What follows belongs to an exercise in optimizing a design on an open flow for small area, a short achievable clock period and few clock cycles; a production flow would make more cautious choices. Only simulation tests tie the RTL to the original design; equivalence was not proved.

[design/flow/design.v]
module rlwe_sampler (
    input  wire        clk,
    input  wire        rst_n,
    input  wire [1:0]  cfg_mode,
    input  wire [31:0] cfg_q,
    input  wire [4:0]  cfg_frac,
    input  wire [31:0] cfg_mu,
    input  wire [31:0] cfg_sigma,
    input  wire [6:0]  cfg_cdt_len,
    input  wire [31:0] cfg_cdt_offset,
    input  wire        cdt_we,
    input  wire [5:0]  cdt_addr,
    input  wire [31:0] cdt_wdata,
    input  wire        ent_valid,
    output wire        ent_ready,
    input  wire [31:0] ent_data,
    output reg         out_valid,
    output reg         out_reject,
    output reg  [31:0] out_data
);
    localparam M_GSMP = 2'd0;
    localparam M_GCDT = 2'd1;
    localparam M_UNIF = 2'd2;
    localparam S_IDLE   = 2'd0;
    localparam S_CALC   = 2'd1;
    localparam S_REDUCE = 2'd2;
    localparam S_DONE   = 2'd3;
    reg [1:0]  state;
    reg [31:0] word;        
    reg [31:0] low_word;    
    reg        have_low;
    reg        neg;
    reg [63:0] mag;
    reg [32:0] rem;
    reg [6:0]  count;
    reg        res_reject;
    reg [31:0] res_data;
    reg [31:0] cdt [0:63];
    always @(posedge clk) begin
        if (cdt_we)
            cdt[cdt_addr] <= cdt_wdata;
    end
    wire [32:0] two_q_m2 = {cfg_q, 1'b0} - 33'd2;
    wire        unif_wide = (cfg_q > 32'h8000_0000);    
    reg  [32:0] unif_mask;
    integer mi;
    always @(*) begin
        unif_mask = two_q_m2;
        for (mi = 1; mi < 33; mi = mi + 1)
            unif_mask = unif_mask | (unif_mask >> mi);
    end
    wire signed [65:0] mu_scaled = $signed({{34{cfg_mu[31]}}, cfg_mu}) <<< cfg_frac;
    wire signed [65:0] sig_prod  = $signed({1'b0, cfg_sigma}) * $signed(word);
    wire signed [65:0] gx        = mu_scaled + sig_prod;
    wire [6:0]         sh2       = {1'b0, cfg_frac, 1'b0};          
    wire signed [65:0] g_floor   = gx >>> sh2;
    wire [65:0]        frac_mask = (66'd1 << sh2) - 66'd1;
    wire [65:0]        g_rho     = gx & frac_mask;
    wire [65:0]        g_half    = (66'd1 << sh2) >> 1;
    reg  signed [65:0] g_round;
    always @(*) begin
        if (cfg_frac == 5'd0)
            g_round = gx;
        else if (g_rho > g_half)
            g_round = g_floor + 66'sd1;
        else if (g_rho < g_half)
            g_round = g_floor;
        else
            g_round = g_floor + {65'd0, g_floor[0]};
    end
    reg  [63:0] cdt_hit;
    integer ci;
    always @(*) begin
        for (ci = 0; ci < 64; ci = ci + 1)
            cdt_hit[ci] = (ci < cfg_cdt_len) && (word >= cdt[ci]);
    end
    wire [6:0] cdt_cnt = $countones(cdt_hit);
    wire signed [33:0] cdt_val = $signed({{2{cfg_cdt_offset[31]}}, cfg_cdt_offset}) +
                                 $signed({27'd0, cdt_cnt});
    wire [32:0] unif_t = unif_wide ? {word[0], low_word} : ({1'b0, word} & unif_mask);
    wire        unif_ok = (unif_t <= two_q_m2);
    wire [32:0] q_m1 = {1'b0, cfg_q} - 33'd1;
    wire [32:0] unif_res = (unif_t >= q_m1) ? unif_t - q_m1 : unif_t + 33'd1;
    wire [32:0] shifted = {rem[31:0], mag[63]};
    wire [32:0] reduced = (shifted >= {1'b0, cfg_q}) ? shifted - {1'b0, cfg_q} : shifted;
    wire [31:0] residue = rem[31:0];
    wire [31:0] signed_residue = (neg && residue != 32'd0) ? cfg_q - residue : residue;
    assign ent_ready = (state == S_IDLE);
    always @(posedge clk) begin
        if (!rst_n) begin
            state      <= S_IDLE;
            have_low   <= 1'b0;
            out_valid  <= 1'b0;
            out_reject <= 1'b0;
            out_data   <= 32'd0;
        end else begin
            out_valid <= 1'b0;
            case (state)
                S_IDLE: begin
                    if (ent_valid) begin
                        if (cfg_mode == M_UNIF && unif_wide && !have_low) begin
                            low_word <= ent_data;
                            have_low <= 1'b1;
                        end else begin
                            word     <= ent_data;
                            have_low <= 1'b0;
                            state    <= S_CALC;
                        end
                    end
                end
                S_CALC: begin
                    rem   <= 33'd0;
                    count <= 7'd64;
                    case (cfg_mode)
                        M_GSMP: begin
                            neg   <= g_round[65];
                            mag   <= g_round[65] ? (-g_round) : g_round;
                            state <= S_REDUCE;
                        end
                        M_GCDT: begin
                            neg   <= cdt_val[33];
                            mag   <= cdt_val[33] ? {30'd0, -cdt_val} : {30'd0, cdt_val};
                            state <= S_REDUCE;
                        end
                        default: begin
                            res_reject <= !unif_ok;
                            res_data   <= unif_res[31:0];
                            state      <= S_DONE;
                        end
                    endcase
                end
                S_REDUCE: begin
                    rem   <= reduced;
                    mag   <= {mag[62:0], 1'b0};
                    count <= count - 7'd1;
                    if (count == 7'd1) begin
                        res_reject <= 1'b0;
                        state      <= S_DONE;
                    end
                end
                S_DONE: begin
                    out_valid  <= 1'b1;
                    out_reject <= res_reject;
                    out_data   <= (cfg_mode == M_UNIF) ? res_data : signed_residue;
                    state      <= S_IDLE;
                end
            endcase
        end
    end
endmodule
[design/flow/constraint.sdc]
create_clock -name core_clock -period 25.0 [get_ports {clk}]
set_input_delay 5.0000 -clock core_clock [delete_from_list [all_inputs] [get_ports {clk}]]
set_output_delay 5.0000 -clock core_clock [all_outputs]
set_load 0.01 [all_outputs]
[design/flow/run.sh]
#!/bin/bash
# synth_recipe.tcl (not shown) runs the flow's synth.tcl, then flattens the netlist and writes it again
# the make line also repeats each setting of config.mk as NAME=value (left out here)
make -C /OpenROAD-flow-scripts/flow DESIGN_CONFIG=/design/flow/config.mk WORK_HOME=/design/flow/orfs CLKGATE_MAP_FILE= SYNTH_SCRIPT=/design/flow/synth_recipe.tcl finish
[design/flow/config.mk]
export PLATFORM = sky130hd
export DESIGN_NAME = rlwe_sampler
export DESIGN_NICKNAME = rlwe_sampler
export VERILOG_FILES = /design/flow/design.v
export SDC_FILE = /design/flow/constraint.sdc
export NUM_CORES = 4
export LEC_CHECK = 0
export CAP_MARGIN = 20
export CORE_MARGIN = 2
export CORE_UTILIZATION = 40
export SLEW_MARGIN = 20
==> run notes <==
[sequential cells by signal, summed over array words and instances, names as in the netlist]
register    count
cdt          2048
mag            64
low_word       32
out_data       32
rem            32
res_data       32
word           32
count           7
state           2
have_low        1
neg             1
out_reject      1
out_valid       1
res_reject      1
[metrics by stage]
stage	util, %	cell area, um^2
floorplan	-	183800
global placement	42.79	195600
detailed placement	42.80	195600
CTS	44.61	203900
global route	44.63	204000
finish	44.64	204000
[worst max-delay path, delay by kind of cell]
family | cells | cell delay, ps
AOI/OAI and AO/OA | 14 | 5680
xor gates and xnor gates | 1 | 170
adders and majority gates | 10 | 4750
buffers and inverters | 6 | 1110
muxes | 1 | 340
and+or+nand+nor | 10 | 4640
[worst min-delay path by stage]
stage / slack, ps / depth (start not counted) / endpoint
3_3_place_gp: 450 / 2 / out_data[26]
3_5_place_dp: 460 / 2 / out_data[26]
5_1_grt: 490 / 2 / out_data[26]
4_1_cts: 460 / 2 / out_data[26]
2_1_floorplan: 460 / 2 / out_reject
6_report: 460 / 2 / out_data[12]
[per-layer routing]
metal	vias to the layer above	part of all wire, %	wire length, um	track usage, %
met5	-	0.021	139	0
met4	22	5.6	36560	13.07
met3	1143	6.5	42680	3.947
met2	4780	45	298000	45.07
met1	68354	42	277900	36.93
li1	62023	-	-	-
[cells in the mapped netlist (all sizes together), types with 354 or more instances]
cell type	count	area share (%)
inv	3238	6.6
ha	2557	17
edfxtp	2249	37
nand2	1114	2.3
fa	1020	11
a21oi	922	2.5
a21o	742	3.0
o21ai	714	1.9
nor2	699	1.4
and2	580	2.0
nand2b	397	1.4
clkbuf	384	0.78
nor2b	354	1.2
[logic make-up after synthesis]
| family | Yosys count |
|---|---|
| flip-flops | 2286 |
| adder cells (fa/ha/maj) | 3577 |
| XOR/XNOR | 280 |
| buffers and inverters | 3758 |
| AND/OR/NAND/NOR | 4267 |
| multiplexers | 154 |
| AO/OA/AOI/OAI | 3390 |
[final cells by class]
type	count	area [um^2]
diodes	30	75.07
clock buffers	339	7163
clock inverters	129	1149
fillers	42966	253000
inverters	3239	12170
multi-input cells	11668	101900
flip-flops and latches	2286	68280
well taps	6125	7664
repair buffers	650	5670
==> flow_summary_export.csv <==
group,metric,value,unit
logic_synthesis,ys_types,126,
detailed_routing,via_count,136322,
sta,period_minus_slack,21060,ps
sta,timing_hold_violations_final,0,
logic_synthesis,synth_seq_cells,2286,
critical_path,critPathCaptureType,"flop",
critical_path,cp-endpoint,"mag[55]",
sta,fin_ws,3942,ps
cts,ctsHoldBuffers,0,
cells_and_area,nets,21905,
critical_path,crit_top_cell,"fa_1",
outcome,outcome,"timing/DRC/antenna clean",
logic_synthesis,synth_edf_count,2249,
detailed_routing,initialDrtViolationCount,12478,
critical_path,worstSetupStartpoint,"cfg_frac[0]",
logic_synthesis,synth_xor_area_share,1.346,%
logic_synthesis,synth.net_count,21505,
cts,cts-root-buf,"clkbuf_16",
detailed_routing,drcViolationCount,0,
cts,post_cts_buffers,0,
logic_synthesis,yosysSeqAreaShare,37.14,%
detailed_routing,ant_nets,0,
detailed_routing,viasPerCell,5.572,
cells_and_area,post_route_cells_drive_above_1_share,6.215,%
logic_synthesis,synth-warning-count,1,
cells_and_area,areaGrowthSynthToFinish,11.00,%
critical_path,critPathArrivalTime,21750,ps
detailed_routing,wire_per_inst,26.78,um
critical_path,reg2reg_from,"word[0]",
cts,cts_buffers,267,
place,hpwl,480000,um
sta,worst_pin_slew,1379,ps
logic_synthesis,synthCells,17712,
cts,clkSlewWorstSetupHoldPaths,50,ps
floorplan,start_util,40.21,%
logic_synthesis,muxShareOfSynthArea,1.125,%
grt,grt_max_degree,85,
place,pre_cts_ws,3318,ps
floorplan,io_pins,251,
place,port_buffers,250,
sta,fin_crit_sh,84.23,%
sta,fmax,47.49,MHz
cts,cts_tree,"yes",
floorplan,die_h,681.9,um
critical_path,critPathSlowestCell,"nor4_4",
floorplan,die_area,0.4650,mm^2
detailed_routing,routed_wirelength,655200,um
cells_and_area,final_cells,24466,
detailed_routing,first_pass_iters,8,
logic_synthesis,synth-simple-area-share,12.02,%
place,gp_congestion,1.028,
worst_hold_path,hp-class,"flop to flop",
cts,cts-resized-gates,0,
sta,finalClockSkew,72.29,ps
sta,slew_headroom,7.087,%
sta,whs,463.2,ps
cts,insertion_delay,940,ps
worst_hold_path,hp-start,"out_data[12]",
logic_synthesis,async_flop_share,0,%
critical_path,path_class,"input pin to flop",
cts,h-tree-depth,5,
logic_synthesis,synth_area_per_cell,10.38,um^2
sta,maxSlewViolCount,0,
run,max-cap-violations,0,
sta,setup_tns,0,ps
cells_and_area,final_cell_mix,"inv_1 (3230), ha_1 (2556), edfxtp_1 (2249)",
place,placedCellCount,23966,
critical_path,critical_path_required,25690,ps
critical_path,critical_path.max_stage_delay,990,ps
logic_synthesis,synth_fa_ha_area_share,28.51,%
grt,grtUsageTotal,27.87,%
critical_path,cp-start-kind,"input pin",
critical_path,cp_max_fo,35,
sta,setup_violations,0,
cts,cts.path.max_buffers,4,
cells_and_area,layout_commonest_cell,"inv_1",
grt,antenna_found_initial,56,
critical_path,regToRegSetupSlack,7850,ps
floorplan,core,0.4571,mm^2
floorplan,die_w,681.9,um
grt,grt_pass1_vias,134565,
logic_synthesis,synth-compound-area-share,12.09,%
floorplan,rows,248,
grt,grt_pass1_wl,945300,um
cts,cts_sinks,2286,
grt,grt-ovfl-total,0,
critical_path,r2r-end,"mag[22]",
logic_synthesis,synth_top_family_by_area,"adder cells",
logic_synthesis,syn_area,0.1838,mm^2
logic_synthesis,synthFlopType,"edfxtp_1",
critical_path,worstRegToRegCells,57,
sta,rsz0062_at_grt,"false",
Testbench counts, summed over its fixed seeds: cycles 373,536.

## what the ideal ports hide
Ports are ideal in the flow. The routed layout listed here was re-timed in OpenROAD. Step 1 assumes that a clkbuf_16 drives the clock port and a buf_2 every other input. Step 2 times the ports against the registers' clock, not the clock port: input delays grow and output delays shrink by t, the midpoint of the rising clock arrivals with the driver on. Slacks: ideal / step 1 / step 2; pairs: ideal / step 1.
t, ns: 1.020
slack for setup (ns): 3.942 / 4.024 / 3.003
worst setup path after step 2: input to register
slew at the worst register clock pin (ns): 0.07 / 0.07
After both steps this run still meets setup and hold. For this run, drivers alone change the setup slack by +0.082 ns; drivers and shift together by -0.939 ns.
